Source: an optimization exercise on an open RTL-to-GDS flow (aim: small area). Production flows keep margins and buffers that such runs may drop. Function was checked by simulation only, so behaviour that the tests miss may differ from the original.

<file path="flow/design.v">
module pp_core (
    input  wire         clk,
    input  wire         rst,
    input  wire         cmd_valid,
    output wire         cmd_ready,
    input  wire [3:0]   cmd_code,
    input  wire [271:0] cmd_arg,
    output reg          rsp_valid,
    output reg  [1:0]   rsp_status,
    output wire [65:0]  rsp_data,
    output reg          tx_open_req,
    input  wire         tx_open_ack,
    input  wire         tx_open_ok,
    output reg          tx_wr_valid,
    output wire [31:0]  tx_wr_data,
    input  wire         tx_done,
    input  wire         tx_fail,
    output reg          tx_close,
    output wire [1:0]   phase,
    output wire [2:0]   err,
    output wire [1:0]   dstate
);
    localparam C_PARH   = 4'h1, C_PAR32 = 4'h2, C_ENCW  = 4'h3, C_TOBYTES = 4'h4,
               C_COUNT  = 4'h5, C_CMASK = 4'h6, C_PACKH = 4'h7, C_PACKB   = 4'h8,
               C_ENCPAT = 4'h9, C_LOAD  = 4'hA, C_START = 4'hB, C_LEN     = 4'hC,
               C_GET    = 4'hD, C_TICK  = 4'hE, C_STOP  = 4'hF;
    localparam PH_BUILD = 2'd0, PH_PLAY = 2'd1, PH_STOPPED = 2'd2, PH_HALT = 2'd3;
    localparam ST_OK = 2'd0, ST_REFUSED = 2'd1, ST_ERROR = 2'd2;
    localparam E_NONE = 3'd0, E_CONFIG = 3'd1, E_OPEN = 3'd2, E_WRITE = 3'd3, E_INDEX = 3'd4;
    reg  [511:0] cat;
    reg  [6:0]  cat_len;
    reg  [5:0]  cursor;
    reg  [1:0]  cnt_hi;               
    reg  [1:0]  cnt_lo;               
    reg  [1:0]  phase_r;
    reg  [2:0]  err_r;
    reg         stop_req;
    reg         wr_hdr;               
    reg         wr_body;              
    reg         open_wait;            
    reg  [31:0] rw;                   
    reg  [7:0]  rc;                   
    reg         f_low;                
    reg         f_ent;                
    reg         f_tick;               
    assign phase  = phase_r;
    assign err    = err_r;
    assign dstate = cnt_hi;
    wire busy = wr_hdr | wr_body;
    assign cmd_ready = !rst && !open_wait && (!busy || cmd_code == C_STOP);
    wire   accept    = cmd_valid && cmd_ready;
    wire [31:0] w = cmd_arg[31:0];
    wire        p_lo, p_hi;           
    wire        p_w  = p_lo ^ p_hi;
    wire [8:0]  count;
    pp_popcnt u_pop (.s(cmd_arg[255:0]), .c(count), .p_lo(p_lo), .p_hi(p_hi));
    wire [3:0]  code_eff = busy ? C_TICK : cmd_code;
    wire        sel_cur = code_eff[3] & code_eff[2] & code_eff[1];
    wire        sel_pp  = code_eff[0] & ~code_eff[2];
    wire [15:0] pm = sel_cur ? {10'd0, cursor} : sel_pp ? cmd_arg[271:256] : cmd_arg[15:0];
    wire [2:0]  m3oh;
    wire        id_par;
    pp_mod3 u_m3 (.p(pm), .oh(m3oh), .par8(id_par));
    wire [8:0]  mask = {{3{m3oh[2]}}, {3{m3oh[1]}}, {3{m3oh[0]}}};
    wire [31:0] body = {pm[7:0], mask, 14'd0, ~id_par};
    wire [5:0]  slot;
    wire [6:0]  sc;
    pp_ha a_s0 (.a(cat_len[0]), .b(~pm[0]), .s(slot[0]), .co(sc[1]));
    genvar gi;
    generate
        for (gi = 1; gi < 6; gi = gi + 1) begin : g_slot
            pp_fa a_s (.a(cat_len[gi]), .b(~pm[gi]), .c(sc[gi]), .s(slot[gi]), .co(sc[gi+1]));
        end
    endgenerate
    wire        slot_neg = ~(cat_len[6] | sc[6]);
    wire [7:0]  rd;
    pp_rdmux u_rd (.d(cat), .a(slot), .q(rd));
    wire        get_bad = slot_neg | (|cmd_arg[15:6]);
    wire [1:0]  cnt_lo_nx = (cnt_lo == 2'd2) ? 2'd0 : cnt_lo + 2'd1;
    wire [1:0]  cnt_hi_nx = (cnt_lo != 2'd2) ? cnt_hi : (cnt_hi == 2'd2) ? 2'd0 : cnt_hi + 2'd1;
    wire [5:0]  cursor_inc;
    wire [5:0]  cic;
    assign cursor_inc[0] = ~cursor[0];
    assign cic[1] = cursor[0];
    generate
        for (gi = 1; gi < 5; gi = gi + 1) begin : g_cinc
            pp_ha a_c (.a(cursor[gi]), .b(cic[gi]), .s(cursor_inc[gi]), .co(cic[gi+1]));
        end
    endgenerate
    assign cursor_inc[5] = cursor[5] ^ cic[5];
    wire [5:0]  cursor_nx = (slot == 6'd0) ? 6'd0 : cursor_inc;
    wire [6:0]  len_inc;
    wire [6:0]  lic;
    assign len_inc[0] = ~cat_len[0];
    assign lic[1] = cat_len[0];
    generate
        for (gi = 1; gi < 6; gi = gi + 1) begin : g_linc
            pp_ha a_l (.a(cat_len[gi]), .b(lic[gi]), .s(len_inc[gi]), .co(lic[gi+1]));
        end
    endgenerate
    assign len_inc[6] = cat_len[6] ^ lic[6];
    reg [31:0] rw_nx;
    always @* begin
        case (code_eff)
            C_PARH:    rw_nx = {30'd0, p_hi, p_lo};
            C_PAR32:   rw_nx = {31'd0, p_w};
            C_ENCW:    rw_nx = {w[31:1], w[0] ^ p_w};
            C_TOBYTES: rw_nx = w;
            C_COUNT:   rw_nx = {23'd0, count};
            C_CMASK:   rw_nx = {23'd0, mask};
            C_PACKH:   rw_nx = {4'hF, cmd_arg[7:0], 20'h42000};
            C_PACKB:   rw_nx = {cmd_arg[7:0], cmd_arg[16:8], 15'd0};
            C_LOAD:    rw_nx = {25'd0, cat_len[6] ? 7'd1 : cat_len};
            C_START:   rw_nx = {29'd0, E_CONFIG};
            C_LEN:     rw_nx = {25'd0, cat_len};
            C_GET:     rw_nx = get_bad ? {29'd0, E_INDEX} : body;
            default:   rw_nx = body;              
        endcase
    end
    wire [31:0] hdr = {4'hF, rc, 20'h42000} | {31'd0, ^rc};
    wire [31:0] tbody = rw & 32'hFFFF8001;
    assign rsp_data = ({66{f_low}}  & {34'd0, rw})
                    | ({66{f_ent}}  & {2'd0, hdr, 32'd0})
                    | ({66{f_tick}} & {hdr, tbody, cnt_hi});
    assign tx_wr_data = wr_body ? tbody : hdr;
    always @(posedge clk) begin
        rw <= open_wait ? {29'd0, E_OPEN} : rw_nx;
        rc <= code_eff[2] ? rd : count[7:0];
    end
    always @(posedge clk) begin
        f_low  <= 1'b0;
        f_ent  <= 1'b0;
        f_tick <= 1'b0;
        if (open_wait) begin
            f_low <= !tx_open_ok;
        end else if (accept) begin
            case (cmd_code)
                C_PARH, C_PAR32, C_ENCW, C_TOBYTES, C_COUNT, C_CMASK, C_PACKH, C_PACKB, C_LEN:
                    f_low <= 1'b1;
                C_ENCPAT: begin
                    f_low <= 1'b1;
                    f_ent <= 1'b1;
                end
                C_LOAD:  f_low <= phase_r == PH_BUILD;
                C_START: f_low <= phase_r == PH_BUILD && cat_len == 7'd0;
                C_GET: begin
                    f_low <= 1'b1;
                    f_ent <= !get_bad;
                end
                C_TICK:  f_tick <= phase_r == PH_PLAY && !stop_req;
                default: ;
            endcase
        end
    end
    always @(posedge clk) begin
        rsp_status <= ST_OK;
        if (rst) begin
            cat_len     <= 7'd0;
            cursor      <= 6'd0;
            cnt_hi      <= 2'd0;
            cnt_lo      <= 2'd0;
            phase_r     <= PH_BUILD;
            err_r       <= E_NONE;
            stop_req    <= 1'b0;
            wr_hdr      <= 1'b0;
            wr_body     <= 1'b0;
            open_wait   <= 1'b0;
            rsp_valid   <= 1'b0;
            tx_open_req <= 1'b0;
            tx_wr_valid <= 1'b0;
            tx_close    <= 1'b0;
        end else begin
            rsp_valid   <= 1'b0;
            tx_open_req <= 1'b0;
            tx_wr_valid <= 1'b0;
            tx_close    <= 1'b0;
            if (open_wait) begin
                if (tx_open_ack) begin
                    open_wait <= 1'b0;
                    rsp_valid <= 1'b1;
                    if (tx_open_ok) begin
                        cursor     <= 6'd0;
                        cnt_hi     <= 2'd0;
                        cnt_lo     <= 2'd0;
                        phase_r    <= PH_PLAY;
                        rsp_status <= ST_OK;
                    end else begin
                        if (err_r == E_NONE) err_r <= E_OPEN;
                        phase_r    <= PH_HALT;
                        rsp_status <= ST_ERROR;
                    end
                end
            end else if (busy) begin
                if (tx_done) begin
                    wr_hdr  <= 1'b0;
                    wr_body <= 1'b0;
                    if (wr_body) cursor <= cursor_nx;
                    if (tx_fail) begin
                        if (err_r == E_NONE) err_r <= E_WRITE;
                        tx_close <= 1'b1;           
                        phase_r  <= PH_HALT;
                    end else if (wr_hdr) begin
                        tx_wr_valid <= 1'b1;
                        wr_body     <= 1'b1;
                    end
                end
            end
            if (accept) begin
                rsp_valid  <= 1'b1;
                rsp_status <= ST_OK;
                case (cmd_code)
                    C_LOAD: begin
                        if (phase_r != PH_BUILD) begin
                            rsp_status <= ST_REFUSED;
                        end else if (cat_len[6]) begin
                            if (err_r == E_NONE) err_r <= E_CONFIG;
                            phase_r    <= PH_HALT;
                            rsp_status <= ST_ERROR;
                        end else begin
                            cat_len <= len_inc;
                        end
                    end
                    C_START: begin
                        if (phase_r != PH_BUILD) begin
                            rsp_status <= ST_REFUSED;
                        end else if (cat_len == 7'd0) begin
                            if (err_r == E_NONE) err_r <= E_CONFIG;
                            phase_r    <= PH_HALT;
                            rsp_status <= ST_ERROR;
                        end else begin
                            rsp_valid   <= 1'b0;
                            tx_open_req <= 1'b1;
                            open_wait   <= 1'b1;
                        end
                    end
                    C_GET: begin
                        if (get_bad) begin
                            if (err_r == E_NONE) err_r <= E_INDEX;
                            if (phase_r == PH_PLAY) tx_close <= 1'b1;
                            phase_r    <= PH_HALT;
                            rsp_status <= ST_ERROR;
                        end
                    end
                    C_TICK: begin
                        if (phase_r != PH_PLAY) begin
                            rsp_status <= ST_REFUSED;
                        end else if (stop_req) begin
                            tx_close <= 1'b1;
                            phase_r  <= PH_STOPPED;
                        end else begin
                            cnt_hi      <= cnt_hi_nx;
                            cnt_lo      <= cnt_lo_nx;
                            tx_wr_valid <= 1'b1;
                            wr_hdr      <= 1'b1;
                        end
                    end
                    C_STOP:    stop_req <= 1'b1;
                    4'h0:      rsp_status <= ST_REFUSED;    
                    default: ;
                endcase
            end
        end
    end
    always @(posedge clk) begin
        if (!rst && accept && cmd_code == C_LOAD && phase_r == PH_BUILD && !cat_len[6])
            cat <= {cat[503:0], count[7:0]};
    end
endmodule
module pp_rdmux (input wire [511:0] d, input wire [5:0] a, output wire [7:0] q);
    wire [7:0] col = 8'd1 << a[2:0];
    wire [7:0] row = 8'd1 << a[5:3];
    genvar h, b, l;
    generate
        for (b = 0; b < 8; b = b + 1) begin : g_bit
            wire [7:0] grp;
            for (h = 0; h < 8; h = h + 1) begin : g_grp
                wire [7:0] dd;
                for (l = 0; l < 8; l = l + 1) begin : g_l
                    assign dd[l] = d[64*h + 8*l + b];
                end
                pp_ao8 u_g (.d(dd), .s(col), .q(grp[h]));
            end
            pp_ao8 u_r (.d(grp), .s(row), .q(q[b]));
        end
    endgenerate
endmodule
module pp_ao8 (input wire [7:0] d, input wire [7:0] s, output wire q);
    wire n0, n1;
    pp_aoi222 u0 (.a(d[2:0]), .s(s[2:0]), .y(n0));
    pp_aoi222 u1 (.a(d[5:3]), .s(s[5:3]), .y(n1));
    assign q = ~(n0 & n1) | (d[6] & s[6]) | (d[7] & s[7]);
endmodule
module pp_aoi222 (input wire [2:0] a, input wire [2:0] s, output wire y);
    assign y = ~((a[0] & s[0]) | (a[1] & s[1]) | (a[2] & s[2]));
endmodule
module pp_mod3 (input wire [15:0] p, output wire [2:0] oh, output wire par8);
    wire s1a, c1a, s1b, c1b, s2a, c2a, s2b, c2b;
    pp_fa f0 (.a(p[0]),  .b(p[2]),  .c(p[4]),  .s(s1a), .co(c1a));
    pp_fa f1 (.a(p[8]),  .b(p[10]), .c(p[12]), .s(s1b), .co(c1b));
    pp_fa f2 (.a(p[1]),  .b(p[3]),  .c(p[5]),  .s(s2a), .co(c2a));
    pp_fa f3 (.a(p[9]),  .b(p[11]), .c(p[13]), .s(s2b), .co(c2b));
    assign par8 = s1a ^ s2a ^ p[6] ^ p[7];
    wire x1, y1, x2, y2, z1, t1, z2, t2;
    pp_fa f4 (.a(s1a), .b(s1b), .c(p[6]), .s(x1), .co(y1));
    pp_fa f5 (.a(p[14]), .b(c2a), .c(c2b), .s(x2), .co(y2));
    pp_fa f6 (.a(c1a), .b(c1b), .c(s2a), .s(z1), .co(t1));
    pp_fa f7 (.a(s2b), .b(p[7]), .c(p[15]), .s(z2), .co(t2));
    wire u1, v1, u2, v2;
    pp_fa f8 (.a(x1), .b(x2), .c(t1), .s(u1), .co(v1));
    pp_fa f9 (.a(y1), .b(y2), .c(z1), .s(u2), .co(v2));
    wire a, b, c, d;
    pp_fa f10 (.a(u1), .b(t2), .c(v2), .s(a), .co(b));
    pp_fa f11 (.a(v1), .b(u2), .c(z2), .s(c), .co(d));
    wire e, f, g, h;
    pp_ha h0 (.a(a), .b(d), .s(e), .co(f));
    pp_fa f12 (.a(b), .b(c), .c(f), .s(g), .co(h));
    assign oh[0] = (~e & ~h & ~g) | ((e ^ h) & g);
    assign oh[1] = ((e ^ h) & ~g) | (e & h & g);
    assign oh[2] = (e & h & ~g) | (~e & ~h & g);
endmodule
module pp_popcnt (input wire [255:0] s, output wire [8:0] c, output wire p_lo, output wire p_hi);
  wire n257, n258;
  pp_fa un257 (.a(s[0]), .b(s[1]), .c(s[2]), .s(n257), .co(n258));
  wire n259, n260;
  pp_fa un259 (.a(s[3]), .b(s[4]), .c(s[5]), .s(n259), .co(n260));
  wire n261, n262;
  pp_fa un261 (.a(s[6]), .b(s[7]), .c(s[8]), .s(n261), .co(n262));
  wire n263, n264;
  pp_fa un263 (.a(s[9]), .b(s[10]), .c(s[11]), .s(n263), .co(n264));
  wire n265, n266;
  pp_fa un265 (.a(s[12]), .b(s[13]), .c(s[14]), .s(n265), .co(n266));
  wire n267, n268;
  pp_fa un267 (.a(s[15]), .b(n257), .c(n259), .s(n267), .co(n268));
  wire n269, n270;
  pp_fa un269 (.a(n261), .b(n263), .c(n265), .s(n269), .co(n270));
  wire n271, n272;
  pp_ha un271 (.a(n267), .b(n269), .s(n271), .co(n272));
  wire n273, n274;
  pp_fa un273 (.a(s[16]), .b(s[17]), .c(s[18]), .s(n273), .co(n274));
  wire n275, n276;
  pp_fa un275 (.a(s[19]), .b(s[20]), .c(s[21]), .s(n275), .co(n276));
  wire n277, n278;
  pp_fa un277 (.a(s[22]), .b(s[23]), .c(s[24]), .s(n277), .co(n278));
  wire n279, n280;
  pp_fa un279 (.a(s[25]), .b(s[26]), .c(s[27]), .s(n279), .co(n280));
  wire n281, n282;
  pp_fa un281 (.a(s[28]), .b(s[29]), .c(s[30]), .s(n281), .co(n282));
  wire n283, n284;
  pp_fa un283 (.a(s[31]), .b(n273), .c(n275), .s(n283), .co(n284));
  wire n285, n286;
  pp_fa un285 (.a(n277), .b(n279), .c(n281), .s(n285), .co(n286));
  wire n287, n288;
  pp_ha un287 (.a(n283), .b(n285), .s(n287), .co(n288));
  wire n289, n290;
  pp_fa un289 (.a(s[32]), .b(s[33]), .c(s[34]), .s(n289), .co(n290));
  wire n291, n292;
  pp_fa un291 (.a(s[35]), .b(s[36]), .c(s[37]), .s(n291), .co(n292));
  wire n293, n294;
  pp_fa un293 (.a(s[38]), .b(s[39]), .c(s[40]), .s(n293), .co(n294));
  wire n295, n296;
  pp_fa un295 (.a(s[41]), .b(s[42]), .c(s[43]), .s(n295), .co(n296));
  wire n297, n298;
  pp_fa un297 (.a(s[44]), .b(s[45]), .c(s[46]), .s(n297), .co(n298));
  wire n299, n300;
  pp_fa un299 (.a(s[47]), .b(s[48]), .c(s[49]), .s(n299), .co(n300));
  wire n301, n302;
  pp_fa un301 (.a(s[50]), .b(s[51]), .c(s[52]), .s(n301), .co(n302));
  wire n303, n304;
  pp_fa un303 (.a(s[53]), .b(s[54]), .c(s[55]), .s(n303), .co(n304));
  wire n305, n306;
  pp_fa un305 (.a(s[56]), .b(s[57]), .c(s[58]), .s(n305), .co(n306));
  wire n307, n308;
  pp_fa un307 (.a(s[59]), .b(s[60]), .c(s[61]), .s(n307), .co(n308));
  wire n309, n310;
  pp_fa un309 (.a(s[62]), .b(s[63]), .c(s[64]), .s(n309), .co(n310));
  wire n311, n312;
  pp_fa un311 (.a(s[65]), .b(s[66]), .c(s[67]), .s(n311), .co(n312));
  wire n313, n314;
  pp_fa un313 (.a(s[68]), .b(s[69]), .c(s[70]), .s(n313), .co(n314));
  wire n315, n316;
  pp_fa un315 (.a(s[71]), .b(s[72]), .c(s[73]), .s(n315), .co(n316));
  wire n317, n318;
  pp_fa un317 (.a(s[74]), .b(s[75]), .c(s[76]), .s(n317), .co(n318));
  wire n319, n320;
  pp_fa un319 (.a(s[77]), .b(s[78]), .c(s[79]), .s(n319), .co(n320));
  wire n321, n322;
  pp_fa un321 (.a(s[80]), .b(s[81]), .c(s[82]), .s(n321), .co(n322));
  wire n323, n324;
  pp_fa un323 (.a(s[83]), .b(s[84]), .c(s[85]), .s(n323), .co(n324));
  wire n325, n326;
  pp_fa un325 (.a(s[86]), .b(s[87]), .c(s[88]), .s(n325), .co(n326));
  wire n327, n328;
  pp_fa un327 (.a(s[89]), .b(s[90]), .c(s[91]), .s(n327), .co(n328));
  wire n329, n330;
  pp_fa un329 (.a(s[92]), .b(s[93]), .c(s[94]), .s(n329), .co(n330));
  wire n331, n332;
  pp_fa un331 (.a(s[95]), .b(s[96]), .c(s[97]), .s(n331), .co(n332));
  wire n333, n334;
  pp_fa un333 (.a(s[98]), .b(s[99]), .c(s[100]), .s(n333), .co(n334));
  wire n335, n336;
  pp_fa un335 (.a(s[101]), .b(s[102]), .c(s[103]), .s(n335), .co(n336));
  wire n337, n338;
  pp_fa un337 (.a(s[104]), .b(s[105]), .c(s[106]), .s(n337), .co(n338));
  wire n339, n340;
  pp_fa un339 (.a(s[107]), .b(s[108]), .c(s[109]), .s(n339), .co(n340));
  wire n341, n342;
  pp_fa un341 (.a(s[110]), .b(s[111]), .c(s[112]), .s(n341), .co(n342));
  wire n343, n344;
  pp_fa un343 (.a(s[113]), .b(s[114]), .c(s[115]), .s(n343), .co(n344));
  wire n345, n346;
  pp_fa un345 (.a(s[116]), .b(s[117]), .c(s[118]), .s(n345), .co(n346));
  wire n347, n348;
  pp_fa un347 (.a(s[119]), .b(s[120]), .c(s[121]), .s(n347), .co(n348));
  wire n349, n350;
  pp_fa un349 (.a(s[122]), .b(s[123]), .c(s[124]), .s(n349), .co(n350));
  wire n351, n352;
  pp_fa un351 (.a(s[125]), .b(s[126]), .c(s[127]), .s(n351), .co(n352));
  wire n353, n354;
  pp_fa un353 (.a(s[128]), .b(s[129]), .c(s[130]), .s(n353), .co(n354));
  wire n355, n356;
  pp_fa un355 (.a(s[131]), .b(s[132]), .c(s[133]), .s(n355), .co(n356));
  wire n357, n358;
  pp_fa un357 (.a(s[134]), .b(s[135]), .c(s[136]), .s(n357), .co(n358));
  wire n359, n360;
  pp_fa un359 (.a(s[137]), .b(s[138]), .c(s[139]), .s(n359), .co(n360));
  wire n361, n362;
  pp_fa un361 (.a(s[140]), .b(s[141]), .c(s[142]), .s(n361), .co(n362));
  wire n363, n364;
  pp_fa un363 (.a(s[143]), .b(s[144]), .c(s[145]), .s(n363), .co(n364));
  wire n365, n366;
  pp_fa un365 (.a(s[146]), .b(s[147]), .c(s[148]), .s(n365), .co(n366));
  wire n367, n368;
  pp_fa un367 (.a(s[149]), .b(s[150]), .c(s[151]), .s(n367), .co(n368));
  wire n369, n370;
  pp_fa un369 (.a(s[152]), .b(s[153]), .c(s[154]), .s(n369), .co(n370));
  wire n371, n372;
  pp_fa un371 (.a(s[155]), .b(s[156]), .c(s[157]), .s(n371), .co(n372));
  wire n373, n374;
  pp_fa un373 (.a(s[158]), .b(s[159]), .c(s[160]), .s(n373), .co(n374));
  wire n375, n376;
  pp_fa un375 (.a(s[161]), .b(s[162]), .c(s[163]), .s(n375), .co(n376));
  wire n377, n378;
  pp_fa un377 (.a(s[164]), .b(s[165]), .c(s[166]), .s(n377), .co(n378));
  wire n379, n380;
  pp_fa un379 (.a(s[167]), .b(s[168]), .c(s[169]), .s(n379), .co(n380));
  wire n381, n382;
  pp_fa un381 (.a(s[170]), .b(s[171]), .c(s[172]), .s(n381), .co(n382));
  wire n383, n384;
  pp_fa un383 (.a(s[173]), .b(s[174]), .c(s[175]), .s(n383), .co(n384));
  wire n385, n386;
  pp_fa un385 (.a(s[176]), .b(s[177]), .c(s[178]), .s(n385), .co(n386));
  wire n387, n388;
  pp_fa un387 (.a(s[179]), .b(s[180]), .c(s[181]), .s(n387), .co(n388));
  wire n389, n390;
  pp_fa un389 (.a(s[182]), .b(s[183]), .c(s[184]), .s(n389), .co(n390));
  wire n391, n392;
  pp_fa un391 (.a(s[185]), .b(s[186]), .c(s[187]), .s(n391), .co(n392));
  wire n393, n394;
  pp_fa un393 (.a(s[188]), .b(s[189]), .c(s[190]), .s(n393), .co(n394));
  wire n395, n396;
  pp_fa un395 (.a(s[191]), .b(s[192]), .c(s[193]), .s(n395), .co(n396));
  wire n397, n398;
  pp_fa un397 (.a(s[194]), .b(s[195]), .c(s[196]), .s(n397), .co(n398));
  wire n399, n400;
  pp_fa un399 (.a(s[197]), .b(s[198]), .c(s[199]), .s(n399), .co(n400));
  wire n401, n402;
  pp_fa un401 (.a(s[200]), .b(s[201]), .c(s[202]), .s(n401), .co(n402));
  wire n403, n404;
  pp_fa un403 (.a(s[203]), .b(s[204]), .c(s[205]), .s(n403), .co(n404));
  wire n405, n406;
  pp_fa un405 (.a(s[206]), .b(s[207]), .c(s[208]), .s(n405), .co(n406));
  wire n407, n408;
  pp_fa un407 (.a(s[209]), .b(s[210]), .c(s[211]), .s(n407), .co(n408));
  wire n409, n410;
  pp_fa un409 (.a(s[212]), .b(s[213]), .c(s[214]), .s(n409), .co(n410));
  wire n411, n412;
  pp_fa un411 (.a(s[215]), .b(s[216]), .c(s[217]), .s(n411), .co(n412));
  wire n413, n414;
  pp_fa un413 (.a(s[218]), .b(s[219]), .c(s[220]), .s(n413), .co(n414));
  wire n415, n416;
  pp_fa un415 (.a(s[221]), .b(s[222]), .c(s[223]), .s(n415), .co(n416));
  wire n417, n418;
  pp_fa un417 (.a(s[224]), .b(s[225]), .c(s[226]), .s(n417), .co(n418));
  wire n419, n420;
  pp_fa un419 (.a(s[227]), .b(s[228]), .c(s[229]), .s(n419), .co(n420));
  wire n421, n422;
  pp_fa un421 (.a(s[230]), .b(s[231]), .c(s[232]), .s(n421), .co(n422));
  wire n423, n424;
  pp_fa un423 (.a(s[233]), .b(s[234]), .c(s[235]), .s(n423), .co(n424));
  wire n425, n426;
  pp_fa un425 (.a(s[236]), .b(s[237]), .c(s[238]), .s(n425), .co(n426));
  wire n427, n428;
  pp_fa un427 (.a(s[239]), .b(s[240]), .c(s[241]), .s(n427), .co(n428));
  wire n429, n430;
  pp_fa un429 (.a(s[242]), .b(s[243]), .c(s[244]), .s(n429), .co(n430));
  wire n431, n432;
  pp_fa un431 (.a(s[245]), .b(s[246]), .c(s[247]), .s(n431), .co(n432));
  wire n433, n434;
  pp_fa un433 (.a(s[248]), .b(s[249]), .c(s[250]), .s(n433), .co(n434));
  wire n435, n436;
  pp_fa un435 (.a(s[251]), .b(s[252]), .c(s[253]), .s(n435), .co(n436));
  wire n437, n438;
  pp_fa un437 (.a(s[254]), .b(s[255]), .c(n289), .s(n437), .co(n438));
  wire n439, n440;
  pp_fa un439 (.a(n291), .b(n293), .c(n295), .s(n439), .co(n440));
  wire n441, n442;
  pp_fa un441 (.a(n297), .b(n299), .c(n301), .s(n441), .co(n442));
  wire n443, n444;
  pp_fa un443 (.a(n303), .b(n305), .c(n307), .s(n443), .co(n444));
  wire n445, n446;
  pp_fa un445 (.a(n309), .b(n311), .c(n313), .s(n445), .co(n446));
  wire n447, n448;
  pp_fa un447 (.a(n315), .b(n317), .c(n319), .s(n447), .co(n448));
  wire n449, n450;
  pp_fa un449 (.a(n321), .b(n323), .c(n325), .s(n449), .co(n450));
  wire n451, n452;
  pp_fa un451 (.a(n327), .b(n329), .c(n331), .s(n451), .co(n452));
  wire n453, n454;
  pp_fa un453 (.a(n333), .b(n335), .c(n337), .s(n453), .co(n454));
  wire n455, n456;
  pp_fa un455 (.a(n339), .b(n341), .c(n343), .s(n455), .co(n456));
  wire n457, n458;
  pp_fa un457 (.a(n345), .b(n347), .c(n349), .s(n457), .co(n458));
  wire n459, n460;
  pp_fa un459 (.a(n351), .b(n353), .c(n355), .s(n459), .co(n460));
  wire n461, n462;
  pp_fa un461 (.a(n357), .b(n359), .c(n361), .s(n461), .co(n462));
  wire n463, n464;
  pp_fa un463 (.a(n363), .b(n365), .c(n367), .s(n463), .co(n464));
  wire n465, n466;
  pp_fa un465 (.a(n369), .b(n371), .c(n373), .s(n465), .co(n466));
  wire n467, n468;
  pp_fa un467 (.a(n375), .b(n377), .c(n379), .s(n467), .co(n468));
  wire n469, n470;
  pp_fa un469 (.a(n381), .b(n383), .c(n385), .s(n469), .co(n470));
  wire n471, n472;
  pp_fa un471 (.a(n387), .b(n389), .c(n391), .s(n471), .co(n472));
  wire n473, n474;
  pp_fa un473 (.a(n393), .b(n395), .c(n397), .s(n473), .co(n474));
  wire n475, n476;
  pp_fa un475 (.a(n399), .b(n401), .c(n403), .s(n475), .co(n476));
  wire n477, n478;
  pp_fa un477 (.a(n405), .b(n407), .c(n409), .s(n477), .co(n478));
  wire n479, n480;
  pp_fa un479 (.a(n411), .b(n413), .c(n415), .s(n479), .co(n480));
  wire n481, n482;
  pp_fa un481 (.a(n417), .b(n419), .c(n421), .s(n481), .co(n482));
  wire n483, n484;
  pp_fa un483 (.a(n423), .b(n425), .c(n427), .s(n483), .co(n484));
  wire n485, n486;
  pp_fa un485 (.a(n429), .b(n431), .c(n433), .s(n485), .co(n486));
  wire n487, n488;
  pp_fa un487 (.a(n435), .b(n437), .c(n439), .s(n487), .co(n488));
  wire n489, n490;
  pp_fa un489 (.a(n441), .b(n443), .c(n445), .s(n489), .co(n490));
  wire n491, n492;
  pp_fa un491 (.a(n447), .b(n449), .c(n451), .s(n491), .co(n492));
  wire n493, n494;
  pp_fa un493 (.a(n453), .b(n455), .c(n457), .s(n493), .co(n494));
  wire n495, n496;
  pp_fa un495 (.a(n459), .b(n461), .c(n463), .s(n495), .co(n496));
  wire n497, n498;
  pp_fa un497 (.a(n465), .b(n467), .c(n469), .s(n497), .co(n498));
  wire n499, n500;
  pp_fa un499 (.a(n471), .b(n473), .c(n475), .s(n499), .co(n500));
  wire n501, n502;
  pp_fa un501 (.a(n477), .b(n479), .c(n481), .s(n501), .co(n502));
  wire n503, n504;
  pp_fa un503 (.a(n483), .b(n485), .c(n271), .s(n503), .co(n504));
  wire n505, n506;
  pp_fa un505 (.a(n287), .b(n487), .c(n489), .s(n505), .co(n506));
  wire n507, n508;
  pp_fa un507 (.a(n491), .b(n493), .c(n495), .s(n507), .co(n508));
  wire n509, n510;
  pp_fa un509 (.a(n497), .b(n499), .c(n501), .s(n509), .co(n510));
  wire n511, n512;
  pp_fa un511 (.a(n503), .b(n505), .c(n507), .s(n511), .co(n512));
  wire n513, n514;
  pp_ha un513 (.a(n509), .b(n511), .s(n513), .co(n514));
  wire n515, n516;
  pp_fa un515 (.a(n258), .b(n260), .c(n262), .s(n515), .co(n516));
  wire n517, n518;
  pp_fa un517 (.a(n264), .b(n266), .c(n274), .s(n517), .co(n518));
  wire n519, n520;
  pp_fa un519 (.a(n276), .b(n278), .c(n280), .s(n519), .co(n520));
  wire n521, n522;
  pp_fa un521 (.a(n282), .b(n290), .c(n292), .s(n521), .co(n522));
  wire n523, n524;
  pp_fa un523 (.a(n294), .b(n296), .c(n298), .s(n523), .co(n524));
  wire n525, n526;
  pp_fa un525 (.a(n300), .b(n302), .c(n304), .s(n525), .co(n526));
  wire n527, n528;
  pp_fa un527 (.a(n306), .b(n308), .c(n310), .s(n527), .co(n528));
  wire n529, n530;
  pp_fa un529 (.a(n312), .b(n314), .c(n316), .s(n529), .co(n530));
  wire n531, n532;
  pp_fa un531 (.a(n318), .b(n320), .c(n322), .s(n531), .co(n532));
  wire n533, n534;
  pp_fa un533 (.a(n324), .b(n326), .c(n328), .s(n533), .co(n534));
  wire n535, n536;
  pp_fa un535 (.a(n330), .b(n332), .c(n334), .s(n535), .co(n536));
  wire n537, n538;
  pp_fa un537 (.a(n336), .b(n338), .c(n340), .s(n537), .co(n538));
  wire n539, n540;
  pp_fa un539 (.a(n342), .b(n344), .c(n346), .s(n539), .co(n540));
  wire n541, n542;
  pp_fa un541 (.a(n348), .b(n350), .c(n352), .s(n541), .co(n542));
  wire n543, n544;
  pp_fa un543 (.a(n354), .b(n356), .c(n358), .s(n543), .co(n544));
  wire n545, n546;
  pp_fa un545 (.a(n360), .b(n362), .c(n364), .s(n545), .co(n546));
  wire n547, n548;
  pp_fa un547 (.a(n366), .b(n368), .c(n370), .s(n547), .co(n548));
  wire n549, n550;
  pp_fa un549 (.a(n372), .b(n374), .c(n376), .s(n549), .co(n550));
  wire n551, n552;
  pp_fa un551 (.a(n378), .b(n380), .c(n382), .s(n551), .co(n552));
  wire n553, n554;
  pp_fa un553 (.a(n384), .b(n386), .c(n388), .s(n553), .co(n554));
  wire n555, n556;
  pp_fa un555 (.a(n390), .b(n392), .c(n394), .s(n555), .co(n556));
  wire n557, n558;
  pp_fa un557 (.a(n396), .b(n398), .c(n400), .s(n557), .co(n558));
  wire n559, n560;
  pp_fa un559 (.a(n402), .b(n404), .c(n406), .s(n559), .co(n560));
  wire n561, n562;
  pp_fa un561 (.a(n408), .b(n410), .c(n412), .s(n561), .co(n562));
  wire n563, n564;
  pp_fa un563 (.a(n414), .b(n416), .c(n418), .s(n563), .co(n564));
  wire n565, n566;
  pp_fa un565 (.a(n420), .b(n422), .c(n424), .s(n565), .co(n566));
  wire n567, n568;
  pp_fa un567 (.a(n426), .b(n428), .c(n430), .s(n567), .co(n568));
  wire n569, n570;
  pp_fa un569 (.a(n432), .b(n434), .c(n436), .s(n569), .co(n570));
  wire n571, n572;
  pp_fa un571 (.a(n268), .b(n270), .c(n284), .s(n571), .co(n572));
  wire n573, n574;
  pp_fa un573 (.a(n286), .b(n438), .c(n440), .s(n573), .co(n574));
  wire n575, n576;
  pp_fa un575 (.a(n442), .b(n444), .c(n446), .s(n575), .co(n576));
  wire n577, n578;
  pp_fa un577 (.a(n448), .b(n450), .c(n452), .s(n577), .co(n578));
  wire n579, n580;
  pp_fa un579 (.a(n454), .b(n456), .c(n458), .s(n579), .co(n580));
  wire n581, n582;
  pp_fa un581 (.a(n460), .b(n462), .c(n464), .s(n581), .co(n582));
  wire n583, n584;
  pp_fa un583 (.a(n466), .b(n468), .c(n470), .s(n583), .co(n584));
  wire n585, n586;
  pp_fa un585 (.a(n472), .b(n474), .c(n476), .s(n585), .co(n586));
  wire n587, n588;
  pp_fa un587 (.a(n478), .b(n480), .c(n482), .s(n587), .co(n588));
  wire n589, n590;
  pp_fa un589 (.a(n484), .b(n486), .c(n515), .s(n589), .co(n590));
  wire n591, n592;
  pp_fa un591 (.a(n517), .b(n519), .c(n521), .s(n591), .co(n592));
  wire n593, n594;
  pp_fa un593 (.a(n523), .b(n525), .c(n527), .s(n593), .co(n594));
  wire n595, n596;
  pp_fa un595 (.a(n529), .b(n531), .c(n533), .s(n595), .co(n596));
  wire n597, n598;
  pp_fa un597 (.a(n535), .b(n537), .c(n539), .s(n597), .co(n598));
  wire n599, n600;
  pp_fa un599 (.a(n541), .b(n543), .c(n545), .s(n599), .co(n600));
  wire n601, n602;
  pp_fa un601 (.a(n547), .b(n549), .c(n551), .s(n601), .co(n602));
  wire n603, n604;
  pp_fa un603 (.a(n553), .b(n555), .c(n557), .s(n603), .co(n604));
  wire n605, n606;
  pp_fa un605 (.a(n559), .b(n561), .c(n563), .s(n605), .co(n606));
  wire n607, n608;
  pp_fa un607 (.a(n565), .b(n567), .c(n569), .s(n607), .co(n608));
  wire n609, n610;
  pp_fa un609 (.a(n272), .b(n288), .c(n488), .s(n609), .co(n610));
  wire n611, n612;
  pp_fa un611 (.a(n490), .b(n492), .c(n494), .s(n611), .co(n612));
  wire n613, n614;
  pp_fa un613 (.a(n496), .b(n498), .c(n500), .s(n613), .co(n614));
  wire n615, n616;
  pp_fa un615 (.a(n502), .b(n571), .c(n573), .s(n615), .co(n616));
  wire n617, n618;
  pp_fa un617 (.a(n575), .b(n577), .c(n579), .s(n617), .co(n618));
  wire n619, n620;
  pp_fa un619 (.a(n581), .b(n583), .c(n585), .s(n619), .co(n620));
  wire n621, n622;
  pp_fa un621 (.a(n587), .b(n589), .c(n591), .s(n621), .co(n622));
  wire n623, n624;
  pp_fa un623 (.a(n593), .b(n595), .c(n597), .s(n623), .co(n624));
  wire n625, n626;
  pp_fa un625 (.a(n599), .b(n601), .c(n603), .s(n625), .co(n626));
  wire n627, n628;
  pp_fa un627 (.a(n605), .b(n607), .c(n609), .s(n627), .co(n628));
  wire n629, n630;
  pp_fa un629 (.a(n611), .b(n613), .c(n615), .s(n629), .co(n630));
  wire n631, n632;
  pp_fa un631 (.a(n617), .b(n619), .c(n621), .s(n631), .co(n632));
  wire n633, n634;
  pp_fa un633 (.a(n623), .b(n625), .c(n504), .s(n633), .co(n634));
  wire n635, n636;
  pp_fa un635 (.a(n506), .b(n508), .c(n510), .s(n635), .co(n636));
  wire n637, n638;
  pp_fa un637 (.a(n512), .b(n627), .c(n629), .s(n637), .co(n638));
  wire n639, n640;
  pp_fa un639 (.a(n631), .b(n633), .c(n635), .s(n639), .co(n640));
  wire n641, n642;
  pp_fa un641 (.a(n514), .b(n637), .c(n639), .s(n641), .co(n642));
  wire n643, n644;
  pp_fa un643 (.a(n516), .b(n518), .c(n520), .s(n643), .co(n644));
  wire n645, n646;
  pp_fa un645 (.a(n522), .b(n524), .c(n526), .s(n645), .co(n646));
  wire n647, n648;
  pp_fa un647 (.a(n528), .b(n530), .c(n532), .s(n647), .co(n648));
  wire n649, n650;
  pp_fa un649 (.a(n534), .b(n536), .c(n538), .s(n649), .co(n650));
  wire n651, n652;
  pp_fa un651 (.a(n540), .b(n542), .c(n544), .s(n651), .co(n652));
  wire n653, n654;
  pp_fa un653 (.a(n546), .b(n548), .c(n550), .s(n653), .co(n654));
  wire n655, n656;
  pp_fa un655 (.a(n552), .b(n554), .c(n556), .s(n655), .co(n656));
  wire n657, n658;
  pp_fa un657 (.a(n558), .b(n560), .c(n562), .s(n657), .co(n658));
  wire n659, n660;
  pp_fa un659 (.a(n564), .b(n566), .c(n568), .s(n659), .co(n660));
  wire n661, n662;
  pp_fa un661 (.a(n570), .b(n572), .c(n574), .s(n661), .co(n662));
  wire n663, n664;
  pp_fa un663 (.a(n576), .b(n578), .c(n580), .s(n663), .co(n664));
  wire n665, n666;
  pp_fa un665 (.a(n582), .b(n584), .c(n586), .s(n665), .co(n666));
  wire n667, n668;
  pp_fa un667 (.a(n588), .b(n590), .c(n592), .s(n667), .co(n668));
  wire n669, n670;
  pp_fa un669 (.a(n594), .b(n596), .c(n598), .s(n669), .co(n670));
  wire n671, n672;
  pp_fa un671 (.a(n600), .b(n602), .c(n604), .s(n671), .co(n672));
  wire n673, n674;
  pp_fa un673 (.a(n606), .b(n608), .c(n643), .s(n673), .co(n674));
  wire n675, n676;
  pp_fa un675 (.a(n645), .b(n647), .c(n649), .s(n675), .co(n676));
  wire n677, n678;
  pp_fa un677 (.a(n651), .b(n653), .c(n655), .s(n677), .co(n678));
  wire n679, n680;
  pp_fa un679 (.a(n657), .b(n659), .c(n661), .s(n679), .co(n680));
  wire n681, n682;
  pp_fa un681 (.a(n663), .b(n665), .c(n667), .s(n681), .co(n682));
  wire n683, n684;
  pp_fa un683 (.a(n669), .b(n671), .c(n673), .s(n683), .co(n684));
  wire n685, n686;
  pp_fa un685 (.a(n675), .b(n677), .c(n610), .s(n685), .co(n686));
  wire n687, n688;
  pp_fa un687 (.a(n612), .b(n614), .c(n616), .s(n687), .co(n688));
  wire n689, n690;
  pp_fa un689 (.a(n618), .b(n620), .c(n622), .s(n689), .co(n690));
  wire n691, n692;
  pp_fa un691 (.a(n624), .b(n626), .c(n628), .s(n691), .co(n692));
  wire n693, n694;
  pp_fa un693 (.a(n630), .b(n632), .c(n679), .s(n693), .co(n694));
  wire n695, n696;
  pp_fa un695 (.a(n681), .b(n683), .c(n634), .s(n695), .co(n696));
  wire n697, n698;
  pp_fa un697 (.a(n636), .b(n685), .c(n687), .s(n697), .co(n698));
  wire n699, n700;
  pp_fa un699 (.a(n689), .b(n638), .c(n691), .s(n699), .co(n700));
  wire n701, n702;
  pp_fa un701 (.a(n693), .b(n640), .c(n695), .s(n701), .co(n702));
  wire n703, n704;
  pp_fa un703 (.a(n697), .b(n699), .c(n642), .s(n703), .co(n704));
  wire n705, n706;
  pp_ha un705 (.a(n701), .b(n703), .s(n705), .co(n706));
  wire n707, n708;
  pp_fa un707 (.a(n644), .b(n646), .c(n648), .s(n707), .co(n708));
  wire n709, n710;
  pp_fa un709 (.a(n650), .b(n652), .c(n654), .s(n709), .co(n710));
  wire n711, n712;
  pp_fa un711 (.a(n656), .b(n658), .c(n660), .s(n711), .co(n712));
  wire n713, n714;
  pp_fa un713 (.a(n707), .b(n709), .c(n711), .s(n713), .co(n714));
  wire n715, n716;
  pp_fa un715 (.a(n662), .b(n664), .c(n666), .s(n715), .co(n716));
  wire n717, n718;
  pp_fa un717 (.a(n668), .b(n670), .c(n672), .s(n717), .co(n718));
  wire n719, n720;
  pp_fa un719 (.a(n674), .b(n676), .c(n678), .s(n719), .co(n720));
  wire n721, n722;
  pp_fa un721 (.a(n680), .b(n682), .c(n684), .s(n721), .co(n722));
  wire n723, n724;
  pp_fa un723 (.a(n713), .b(n715), .c(n717), .s(n723), .co(n724));
  wire n725, n726;
  pp_fa un725 (.a(n719), .b(n686), .c(n688), .s(n725), .co(n726));
  wire n727, n728;
  pp_fa un727 (.a(n690), .b(n692), .c(n694), .s(n727), .co(n728));
  wire n729, n730;
  pp_fa un729 (.a(n721), .b(n723), .c(n696), .s(n729), .co(n730));
  wire n731, n732;
  pp_fa un731 (.a(n698), .b(n725), .c(n700), .s(n731), .co(n732));
  wire n733, n734;
  pp_fa un733 (.a(n727), .b(n702), .c(n729), .s(n733), .co(n734));
  wire n735, n736;
  pp_fa un735 (.a(n731), .b(n704), .c(n733), .s(n735), .co(n736));
  wire n737, n738;
  pp_ha un737 (.a(n706), .b(n735), .s(n737), .co(n738));
  wire n739, n740;
  pp_fa un739 (.a(n708), .b(n710), .c(n712), .s(n739), .co(n740));
  wire n741, n742;
  pp_fa un741 (.a(n714), .b(n739), .c(n716), .s(n741), .co(n742));
  wire n743, n744;
  pp_fa un743 (.a(n718), .b(n720), .c(n722), .s(n743), .co(n744));
  wire n745, n746;
  pp_fa un745 (.a(n724), .b(n726), .c(n741), .s(n745), .co(n746));
  wire n747, n748;
  pp_fa un747 (.a(n728), .b(n743), .c(n730), .s(n747), .co(n748));
  wire n749, n750;
  pp_fa un749 (.a(n745), .b(n732), .c(n734), .s(n749), .co(n750));
  wire n751, n752;
  pp_fa un751 (.a(n747), .b(n736), .c(n749), .s(n751), .co(n752));
  wire n753, n754;
  pp_ha un753 (.a(n738), .b(n751), .s(n753), .co(n754));
  wire n755, n756;
  pp_fa un755 (.a(n740), .b(n742), .c(n744), .s(n755), .co(n756));
  wire n757, n758;
  pp_fa un757 (.a(n746), .b(n755), .c(n748), .s(n757), .co(n758));
  wire n759, n760;
  pp_fa un759 (.a(n750), .b(n757), .c(n752), .s(n759), .co(n760));
  wire n761, n762;
  pp_ha un761 (.a(n754), .b(n759), .s(n761), .co(n762));
  wire n763, n764;
  pp_fa un763 (.a(n756), .b(n758), .c(n760), .s(n763), .co(n764));
  wire n765, n766;
  pp_ha un765 (.a(n762), .b(n763), .s(n765), .co(n766));
  wire n767, n768;
  pp_ha un767 (.a(n764), .b(n766), .s(n767), .co(n768));
  assign c[0] = n513;
  assign c[1] = n641;
  assign c[2] = n705;
  assign c[3] = n737;
  assign c[4] = n753;
  assign c[5] = n761;
  assign c[6] = n765;
  assign c[7] = n767;
  assign c[8] = n768;
  assign p_lo = n271;
  assign p_hi = n287;
endmodule
module pp_fa (input wire a, input wire b, input wire c, output wire s, output wire co);
  assign s  = a ^ b ^ c;
  assign co = ~((~a & ~b) | (~a & ~c) | (~b & ~c));
endmodule
module pp_ha (input wire a, input wire b, output wire s, output wire co);
  assign s  = a ^ b;
  assign co = a & b;
endmodule
</file>
<file path="flow/flow/run.sh">
#!/bin/bash
# The standard layout, with each port buffered by the smallest buffer
# (sky130_fd_sc_hd__buf_1) instead of the default clkdlybuf4s50_1.
set -euo pipefail
export BUFFER_PORTS_ARGS="-buffer_cell sky130_fd_sc_hd__buf_1"
bash standard.sh finish > flow_standard.log 2>&1
</file>
<file path="flow/standard.sh">
#!/bin/bash
# synth_recipe.tcl (not shown) runs the flow's synth.tcl, then flattens the netlist and writes it again
# the make line also repeats each setting of config.mk as NAME=value (left out here)
make -C /OpenROAD-flow-scripts/flow DESIGN_CONFIG=/design/flow/config.mk WORK_HOME=/design/flow/orfs CLKGATE_MAP_FILE= SYNTH_SCRIPT=/design/flow/synth_recipe.tcl "${@:-finish}"
</file>
<file path="flow/config.mk">
export PLATFORM = sky130hd
export DESIGN_NAME = pp_core
export DESIGN_NICKNAME = pp_core
export VERILOG_FILES = /design/flow/design.v
export SDC_FILE = /design/flow/constraint.sdc
export NUM_CORES = 4
export LEC_CHECK = 0
export CAP_MARGIN = 20
export CORE_MARGIN = 2
export CORE_UTILIZATION = 55
export CTS_CLUSTER_DIAMETER = 130
export CTS_CLUSTER_SIZE = 28
export PLACE_DENSITY = 0.7
export SLEW_MARGIN = 20
export SYNTH_HIERARCHICAL = 1
</file>
<file path="flow/constraint.sdc">
create_clock -name core_clock -period 12.0 [get_ports {clk}]
set_input_delay 2.4000 -clock core_clock [delete_from_list [all_inputs] [get_ports {clk}]]
set_output_delay 2.4000 -clock core_clock [all_outputs]
set_load 0.01 [all_outputs]
</file>
==> impl_metrics.json, run 1 <==
{
  "finClkSkew_ps": 30.60,
  "cts_setup_buffers": 0,
  "use_met3_pct": 3.621,
  "crit_chain": "buf_1 > fa_1 > fa_1 > fa_1 > fa_1 > fa_1 > fa_1 > fa_1 > fa_1 > fa_1 > fa_1 > fa_1 > fa_1 > ha_1 > ha_1 > a222oi_1 > nor2_1",
  "start_util_pct": 55.94,
  "syn_inst": 1674,
  "root_buffer": "clkbuf_16",
  "worst_slew_pin_slew_ps": 1072,
  "cts.path.max_buffers": 3,
  "fmax_mhz": 113.6,
  "grt.total_usage_pct": 28.52,
  "io_pins": 395,
  "maxCapViolations": 0,
  "avgSynthCellArea_um2": 16.80,
  "setup_viol": 0,
  "fillers": 3835,
  "setup_tns_ps": 0,
  "hpwlAfterDp_mm": 52.60,
  "grt_overflow_total": 0,
  "required_ps": 12470,
  "htree_levels": 1,
  "vias": 17560,
  "run_status": "timing/DRC/antenna clean",
  "setup.worst_path.end_class": "register",
  "final_area_um2": 30940,
  "coreArea_um2": 50270,
  "drt_iter0_markers": 2719,
  "port_buffers": 367,
  "min_to": "cat[103]$_DFFE_PP_",
  "die_w_um": 230.1,
  "synth.yosys.warnings": 7,
  "synth_edf_count": 512,
  "final_max_slew_viol_count": 0,
  "cts_num_sinks": 587,
  "hold_viol_final": 0,
  "ys_ff_latch": 587,
  "placed_cells": 2685,
  "relSlewSlack_pct": 28.15,
  "place_area_um2": 30200,
  "grt_start_max_net_pins": 218,
  "final.min_clock_period_ps": 8804,
  "crit_arrival_ps": 9270,
  "nets": 2611,
  "antenna_found_initial": 0,
  "r2r_cells": 15,
  "ys_seq_area_share_pct": 60.01,
  "cts_buffers": 25,
  "wl_per_cell_um": 27.76,
  "synth_ff_type": "edfxtp_1",
  "ant_nets": 0,
  "drc_errors": 0,
  "grt_pass1_wl_mm": 113.6,
  "rsz0062_at_grt": "false",
  "cpPeakStageDelay_ps": 580,
  "worstSetupStartpointType": "primary input",
  "met2_usage_pct": 47.46,
  "worst_path_max_delay_cell": "fa_1",
  "r2r_slack_ps": 5350,
  "clk_pin_slew_ps": 110,
  "r2r_end": "rc[7]$_DFF_P_",
  "min_from": "cat[95]$_DFFE_PP_",
  "die_area_um2": 52960,
  "dieHeight_um": 230.1,
  "grt_pass1_vias": 18190,
  "viasPerCell": 6.452,
  "top_usage_layer": "met2",
  "gp_congestion": 0.9897,
  "ctsResizeCount": 0,
  "drt_wl_total_mm": 75.57,
  "synthArstFlopShare_pct": 0,
  "clk-insertion-delay-late_ps": 620,
  "cts_tree": "built",
  "final-instance-count-excl-fill": 2722,
  "path_class": "in2reg",
  "dr.pass1.iters": 9,
  "hp-class": "reg2reg",
  "cp_max_fo": 8,
  "syn-cell-area_um2": 28120,
  "cpMostUsedCell": "fa_1",
  "ys_types": 72,
  "drive_above_1_share_pct": 5.078,
  "hold-path-cell-count": 0,
  "hold_buffers": 0,
  "period_share_pct": 73.36,
  "rows": 82,
  "reg2reg_from": "wr_hdr$_SDFF_PP0_",
  "syn2layout_area_growth_pct": 10.02,
  "met1_usage_pct": 40.01
}
[critical path: cells and delay by family]
kind	cells	cell delay, ps
buf+inv	1	460
fa+ha+maj	14	6090
compound gates	1	260
simple gates	1	70
[Yosys stat by module (local to each module, per instance)]
module     flip-flops and latches  area, µm²  cells  times used
pp_ha                           0      12.51      1          20
pp_popcnt                       0      67.56      9           1
pp_core                       587      19930   1066           1
pp_fa                           0      20.02      1         265
pp_mod3                         0      92.59     10           1
pp_ao8                          0      12.51      2          72
pp_aoi222                       0      10.01      1         144
pp_rdmux                        0      130.1     16           1
[kinds of logic after synthesis]
group                      Yosys count  synth area share [%]
DFF                                587                 60.01
buffers and inverters               93                 1.900
and+or+nand+nor                    296                 5.784
muxes                               22                0.8765
AOI/OAI and AO/OA                  376                 11.20
xor gates and xnor gates            12                0.3737
other                                1               0.01333
adders and majority gates          287                 19.84
[how the worst max path moves through the flow]
stage,start,to,cells after the start
after floorplan,cmd_code[3],cat[0]$_DFFE_PP_,4
after global placement,cmd_arg[0],rw[7]$_SDFF_PP0_,17
after detailed placement,cmd_arg[0],rw[7]$_SDFF_PP0_,17
after CTS,cmd_arg[0],rw[7]$_SDFF_PP0_,17
after global routing,cmd_arg[0],rw[7]$_SDFF_PP0_,17
final,cmd_arg[0],rw[7]$_SDFF_PP0_,17
[per-layer routing]
layer / part of all wire, % / up-vias
met5: 0 / -
li1: - / 7417
met4: 3.3 / 0
met3: 8.0 / 109
met2: 49 / 974
met1: 40 / 9063
[state kept, by name, indices dropped and copies added, names as in the netlist, 2 cells and up]
register / flops
cat: 512
cat_len: 7
cnt_hi: 2
cnt_lo: 2
cursor: 6
err_r: 3
phase_r: 2
rc: 8
rsp_status: 2
rw: 32
[stage by stage]
| stage | hold WS, ps | setup slack (ps) | utilization [%] |
|---|---|---|---|
| 5_1_grt | 467.0 | 2985 | 61.54 |
| 3_3_place_gp | 427.9 | 2615 | 60.08 |
| 3_5_place_dp | 432.0 | 2600 | 60.08 |
| 4_1_cts | 456.0 | 3192 | 61.47 |
| 6_report | 457.5 | 3196 | 61.55 |
| 2_1_floorplan | 426.0 | -7627 | - |
[cell usage in the layout (no fill, tap or decap), types with 29 or more instances in the layout]
master / count
nor2_1: 36
buf_1: 367
nand2_1: 64
nand3_1: 82
edfxtp_1: 512
a222oi_1: 155
dfxtp_1: 74
fa_1: 265
a22oi_1: 77
a21oi_1: 46
a22o_1: 29
[cell usage after synthesis, types with 10 or more instances]
library cell / number / share of area [%]
mux2_2: 21 / 0.84
o21ai_0: 10 / 0.18
clkbuf_1: 15 / 0.20
buf_2: 15 / 0.27
a222oi_1: 155 / 5.5
a22o_1: 29 / 0.90
inv_1: 15 / 0.20
nand2b_1: 11 / 0.24
a21oi_1: 46 / 0.82
nand2_1: 64 / 0.85
a31oi_1: 10 / 0.22
ha_1: 22 / 0.98
a22oi_1: 77 / 2.1
nor3_1: 13 / 0.23
dfxtp_1: 75 / 5.3
edfxtp_1: 512 / 55
nand3_1: 82 / 1.5
nor2_1: 36 / 0.48
buf_4: 44 / 1.2
fa_1: 265 / 19
and2_1: 24 / 0.53
[final cells by class]
type                    count  area, µm²  area share [%]
repair buffers            392       1614           5.217
inverters                  15      56.30          0.1820
multi-input cells        1020      10850           35.06
diodes                      2      5.005         0.01618
well taps                 672      840.8           2.717
clock buffers              31      648.1           2.095
flip-flops and latches    587      16880           54.55
clock inverters             3      51.30          0.1658
==> inputs of run 2 (changes only) <==
--- a/flow/config.mk
+++ b/flow/config.mk
@@ -8,8 +8,9 @@
 export CAP_MARGIN = 20
 export CORE_MARGIN = 2
-export CORE_UTILIZATION = 55
+export CORE_UTILIZATION = 40
+export CTS_BUF_LIST = sky130_fd_sc_hd__clkbuf_8 sky130_fd_sc_hd__clkbuf_16
 export CTS_CLUSTER_DIAMETER = 130
 export CTS_CLUSTER_SIZE = 28
-export PLACE_DENSITY = 0.7
+export PLACE_DENSITY = 0.6
 export SLEW_MARGIN = 20
 export SYNTH_HIERARCHICAL = 1
==> impl_metrics.json, run 2 <==
{
  "hold_viol_final": 0,
  "final.setup.worst_slack_ps": 2826,
  "run_status": "timing/DRC/antenna clean",
  "ant_nets": 0,
  "vias": 17490,
  "ys_types": 72,
  "reg.largest.list": "cat: 512 flops, rw: 32 flops, rc: 8 flops",
  "cts_setup_buffers": 0,
  "die_w_um": 269.2,
  "top_register": "cat",
  "final.min_clock_period_ps": 9174,
  "dieHeight_um": 269.2,
  "drt_wl_total_mm": 81.10,
  "synth_most_common_cell": "edfxtp_1",
  "ys_top_cells_by_area": "edfxtp_1 55%, fa_1 19%, a222oi_1 5.5%",
  "largest_reg_flops": 512,
  "ys_ff_latch": 587,
  "grt_pass1_wl_mm": 119.6,
  "synthArstFlopShare_pct": 0,
  "antenna_found_initial": 11,
  "grt_overflow_total": 0,
  "rows": 97,
  "cpMostUsedCell": "fa_1",
  "fmax_mhz": 109.0,
  "cp_max_fo": 5,
  "cpPeakStageDelay_ps": 570,
  "die_area_um2": 72440,
  "root_buffer": "clkbuf_16",
  "ctsResizeCount": 0,
  "coreArea_um2": 69790,
  "rsz0062_at_grt": "false",
  "relSlewSlack_pct": 27.27,
  "yosysTopAreaCellShare_pct": 54.67,
  "drive_above_1_share_pct": 5.184,
  "cts_tree": "built",
  "gp_congestion": 0.9352,
  "path_class": "in2reg",
  "grt.total_usage_pct": 21.91,
  "io_pins": 395,
  "synth_edf_count": 512,
  "hpwlAfterDp_mm": 58.49,
  "grt_start_max_net_pins": 192,
  "syn2layout_area_growth_pct": 11.29,
  "clk_pin_slew_ps": 110,
  "synth.yosys.warnings": 7,
  "port_buffers": 367,
  "htree_levels": 1,
  "hp-class": "reg2reg",
  "syn-cell-area_um2": 28120,
  "finClkSkew_ps": 14.73,
  "wl_per_cell_um": 26.98,
  "final_area_um2": 31300,
  "hold_buffers": 0,
  "worst_path_max_delay_cell": "fa_1",
  "place_area_um2": 30590,
  "synth_top_area_cell": "edfxtp_1",
  "setup_viol": 0,
  "grt_pass1_vias": 18490,
  "clk-insertion-delay-late_ps": 580,
  "layout_common_cells": "512 x edfxtp_1, 367 x buf_1, 265 x fa_1, 155 x a222oi_1, 82 x nand3_1",
  "worstSetupStartpointType": "primary input",
  "dr.pass1.iters": 11,
  "synth_ff_type": "edfxtp_1",
  "cts_num_sinks": 587,
  "synth_commonest_cells": "512 x edfxtp_1, 265 x fa_1, 155 x a222oi_1",
  "crit_arrival_ps": 9630,
  "mostFrequentLayoutCell": "edfxtp_1",
  "final_max_slew_viol_count": 0,
  "cts.path.max_buffers": 3,
  "crit_chain": "buf_1 > fa_1 > fa_1 > fa_1 > fa_1 > fa_1 > fa_1 > fa_1 > fa_1 > fa_1 > fa_1 > fa_1 > fa_1 > ha_1 > ha_1 > a222oi_1 > nor2_1",
  "place_ws_ps": 2262,
  "drc_errors": 0,
  "start_util_pct": 40.30,
  "avgSynthCellArea_um2": 16.80,
  "viasPerCell": 5.817,
  "cts_buffers": 24,
  "setup.worst_path.end_class": "register",
  "ys_seq_area_share_pct": 60.01,
  "period_share_pct": 76.45,
  "maxCapViolations": 0,
  "syn_inst": 1674,
  "required_ps": 12460,
  "worst_slew_pin_slew_ps": 1091,
  "fillers": 6239,
  "nets": 2616,
  "drt_iter0_markers": 2385
}
## run 2: logic make-up after synthesis
kind of cell | synth area share, %
flops | 60.01
compound gates | 11.20
simple gates | 5.784
fa+ha+maj | 19.84
buf+inv | 1.900
mux | 0.8765
xor+xnor | 0.3737
other cells | 0.01333
## run 2: area by class of cell
type / instances / area, µm² / area share [%]
flip-flops and latches: 587 / 16880 / 53.93
multi-input cells: 1020 / 10840 / 34.65
repair buffers: 398 / 1639 / 5.237
well taps: 940 / 1176 / 3.758
clock buffers: 25 / 625.6 / 1.999
clock inverters: 19 / 71.32 / 0.2279
inverters: 15 / 56.30 / 0.1799
diodes: 2 / 5.005 / 0.01599
## run 2: critical path: cells and delay by family
kind	cells	cell delay, ps
buf+inv	1	230
fa+ha+maj	14	6420
simple gates	1	90
compound gates	1	480
## run 2: per-module statistics from Yosys (local to each module, per instance)
module     copies in the design  flops+latches  cells inside  area (µm²)
pp_core                       1            587          1066       19930
pp_ha                        20              0             1       12.51
pp_popcnt                     1              0             9       67.56
pp_aoi222                   144              0             1       10.01
pp_fa                       265              0             1       20.02
pp_ao8                       72              0             2       12.51
pp_mod3                       1              0            10       92.59
pp_rdmux                      1              0            16       130.1
## run 2: stage by stage
step	hold WS [ps]	setup TNS, ps	util [%]	std cells
6_report	454.9	0	44.85	3006
5_1_grt	466.5	0	44.84	3004
4_1_cts	459.6	0	44.83	3004
3_5_place_dp	431.3	0	43.84	2960
3_3_place_gp	430.3	0	43.84	2960
2_1_floorplan	426.0	-3940950	-	1700
## run 2: final timing paths
path                              from                  to  depth (start not counted)  slack (ps)
setup / recovery            cmd_arg[1]    rw[7]$_SDFF_PP0_                         17        2830
setup reg to reg  wr_body$_SDFFE_PP0P_       rc[6]$_DFF_P_                         14        5350
hold reg to reg     cat[261]$_DFFE_PP_  cat[269]$_DFFE_PP_                          0         450
hold / removal      cat[261]$_DFFE_PP_  cat[269]$_DFFE_PP_                          0         450
## run 2: layer usage
metal | global-route usage [%] | share of wire (%) | wire length [µm]
met5 | 0 | 0.073 | 59
met1 | 27.58 | 37 | 30280
met3 | 4.346 | 8.8 | 7120
met4 | 6.028 | 2.7 | 2206
met2 | 38.50 | 51 | 41430
==> inputs of run 3 (changes only) <==
==> flow/flow/run.sh (replaced) <==
#!/bin/bash
# The standard layout, with each port buffered by the smallest buffer
# (sky130_fd_sc_hd__buf_1) instead of the default clkdlybuf4s50_1, and clock
# tree synthesis without dummy balancing loads.
set -euo pipefail
export BUFFER_PORTS_ARGS="-buffer_cell sky130_fd_sc_hd__buf_1"
export CTS_ARGS="-sink_clustering_enable -repair_clock_nets -sink_clustering_size 28 -sink_clustering_max_diameter 130 -dont_use_dummy_load"
bash standard.sh finish > flow_standard.log 2>&1
--- a/flow/config.mk
+++ b/flow/config.mk
@@ -9,5 +9,4 @@
 export CORE_MARGIN = 2
 export CORE_UTILIZATION = 40
-export CTS_BUF_LIST = sky130_fd_sc_hd__clkbuf_8 sky130_fd_sc_hd__clkbuf_16
 export CTS_CLUSTER_DIAMETER = 130
 export CTS_CLUSTER_SIZE = 28
==> impl_metrics.json, run 3 <==
{
  "run_status": "timing/DRC/antenna clean",
  "reg.largest.list": "cat: 512 flops, rw: 32 flops, rc: 8 flops",
  "fillers": 6236,
  "io_pins": 395,
  "ant_nets": 0,
  "synth-xor-area-share_pct": 0.3737,
  "worst_slew_pin_slew_ps": 1053,
  "crit_arrival_ps": 9600,
  "r2r_cells": 14,
  "root_buffer": "clkbuf_16",
  "syn_inst": 1674,
  "clk-insertion-delay-late_ps": 580,
  "place_ws_ps": 2262,
  "final-instance-count-excl-fill": 2988,
  "ys_seq_area_share_pct": 60.01,
  "required_ps": 12450,
  "synth_edf_count": 512,
  "endpoint": "rw[7]$_SDFF_PP0_",
  "top_register": "cat",
  "synth_compound_area_share_pct": 11.20,
  "hpwlAfterDp_mm": 58.49,
  "mostFrequentLayoutCell": "edfxtp_1",
  "grt_start_max_net_pins": 192,
  "worst_path_max_delay_cell": "fa_1",
  "final_max_slew_viol_count": 0,
  "viasPerCell": 5.827,
  "dieHeight_um": 269.2,
  "start_util_pct": 40.30,
  "clk_pin_slew_ps": 110,
  "hold_viol_final": 0,
  "ys_types": 72,
  "synth_top_area_cell": "edfxtp_1",
  "maxCapViolations": 0,
  "ys_ff_latch": 587,
  "synthArstFlopShare_pct": 0,
  "synth.mux.area_fraction_pct": 0.8765,
  "rows": 97,
  "place_area_um2": 30590,
  "path_class": "in2reg",
  "syn2layout_area_growth_pct": 10.96,
  "drc_errors": 0,
  "ys_top_cells_by_area": "edfxtp_1 55%, fa_1 19%, a222oi_1 5.5%",
  "cpMostUsedCell": "fa_1",
  "rsz0062_at_grt": "false",
  "drt_wl_total_mm": 80.82,
  "r2r_end": "rc[6]$_DFF_P_",
  "final.setup.worst_slack_ps": 2855,
  "synth_most_common_cell": "edfxtp_1",
  "htree_levels": 1,
  "placed_cells": 2960,
  "grt_overflow_total": 0,
  "avgSynthCellArea_um2": 16.80,
  "cts_num_sinks": 587,
  "final_area_um2": 31200,
  "layout_common_cells": "512 x edfxtp_1, 367 x buf_1, 265 x fa_1, 155 x a222oi_1, 82 x nand3_1",
  "die_w_um": 269.2,
  "vias": 17410,
  "r2r_slack_ps": 5480,
  "wl_met2_mm": 41.40,
  "crit_start": "cmd_arg[1]",
  "cts_tree": "built",
  "fmax_mhz": 109.4,
  "dr.pass1.iters": 13,
  "drt_iter0_markers": 2345,
  "worstSetupStartpointType": "primary input",
  "relSlewSlack_pct": 29.78,
  "grt_pass1_wl_mm": 119.4,
  "finClkSkew_ps": 26.13,
  "cts_buffers": 24,
  "hp-class": "reg2reg",
  "syn-cell-area_um2": 28120,
  "cts.path.max_buffers": 3,
  "synth.yosys.warnings": 7,
  "gp_congestion": 0.9352,
  "period_share_pct": 76.21,
  "drive_above_1_share_pct": 5.186,
  "setup_viol": 0,
  "die_area_um2": 72440,
  "wl_per_cell_um": 27.05,
  "antenna_found_initial": 11,
  "synth_commonest_cells": "512 x edfxtp_1, 265 x fa_1, 155 x a222oi_1",
  "grt.total_usage_pct": 21.86,
  "hold_buffers": 0,
  "synth_ff_type": "edfxtp_1",
  "synth_top_family_by_area": "adder cells",
  "ctsResizeCount": 0,
  "port_buffers": 367,
  "setup.worst_path.end_class": "register",
  "crit_family": "adder cells",
  "routed-wl-met3_mm": 7.127,
  "cpPeakStageDelay_ps": 570,
  "yosysTopAreaCellShare_pct": 54.67,
  "reg2reg_from": "wr_body$_SDFFE_PP0P_"
}
[run 3: changes by cell type in the layout (fill, tap and decap cells not counted), sizes merged]
cell / previous run / this run
inv: 34 / 15
diode: 2 / 4
clkbuf: 25 / 24
[run 3: per-stage QoR]
step                util, %   TNS, ps
floorplan                 -  -3940950
global placement      43.84         0
detailed placement    43.84         0
CTS                   44.70         0
global route          44.70         0
finish                44.72         0
[run 3: how the worst min path moves through the flow]
stage,depth (start not counted),end,from,slack (ps)
global placement,0,cat[507]$_DFFE_PP_,cat[499]$_DFFE_PP_,430
finish,0,cat[379]$_DFFE_PP_,cat[371]$_DFFE_PP_,440
CTS,0,cat[379]$_DFFE_PP_,cat[371]$_DFFE_PP_,450
global route,0,cat[418]$_DFFE_PP_,cat[410]$_DFFE_PP_,460
detailed placement,0,cat[356]$_DFFE_PP_,cat[348]$_DFFE_PP_,430
floorplan,0,cat[100]$_DFFE_PP_,cat[92]$_DFFE_PP_,430
[run 3: final cells by class]
type                    instances  area, µm²  area share, %
inverters                      15      56.30         0.1804
well taps                     940       1176          3.769
multi-input cells            1020      10840          34.75
clock buffers                  24      600.6          1.925
flip-flops and latches        587      16880          54.09
repair buffers                398       1639          5.253
diodes                          4      10.01        0.03208
[run 3: layer usage]
metal	up-vias	global-route usage, %
met5	-	0
met4	10	5.969
met3	117	4.177
met2	929	38.48
met1	8932	27.58
li1	7422	-
[run 3: modules after synthesis (local to each module, per instance)]
module,area (µm²),flops+latches,times used,cells inside
pp_fa,20.02,0,265,1
pp_ha,12.51,0,20,1
pp_mod3,92.59,0,1,10
pp_ao8,12.51,0,72,2
pp_core,19930,587,1,1066
pp_rdmux,130.1,0,1,16
pp_popcnt,67.56,0,1,9
pp_aoi222,10.01,0,144,1
[run 3: logic make-up after synthesis]
logic type,after synthesis
simple gates,296
compound gates,376
other cells,1
mux,22
flops,587
buf+inv,93
fa+ha+maj,287
xor+xnor,12

## static timing again, ports no longer ideal
No port has a modelled driver above. Below, the same layouts with a new extraction and two added sets of constraints.
Step 1 sets driving cells, clkbuf_16 on the clock port and buf_2 on the other inputs (assumed; they add their load-dependent delay and slew).
Step 2 times the ports against the registers' clock, not the clock port: input delays grow and output delays shrink by t, the midpoint of the rising clock arrivals with the driver on.
Slacks: ideal ports / drivers / drivers and shift; pairs: ideal ports / drivers.
| run | t, ns | slack for setup (ns) | hold WS [ns] | worst slew at a driven data input, ns | pins driven straight from the clock port |
|---|---|---|---|---|---|
| run 1 | 0.667 | 3.196 / 3.227 / 2.560 | 0.458 / 0.458 / 0.458 | 0.09 | 1 |
| run 2 | 0.629 | 2.826 / 2.837 / 2.208 | 0.455 / 0.455 / 0.455 | 0.13 | 1 |
| run 3 | 0.619 | 2.855 / 2.866 / 2.247 | 0.440 / 0.440 / 0.440 | 0.12 | 1 |
After both steps every run listed still meets setup and hold. The setup slack of run 1, which loses most, moves by +0.031 ns with the drivers and by -0.636 ns with both steps.
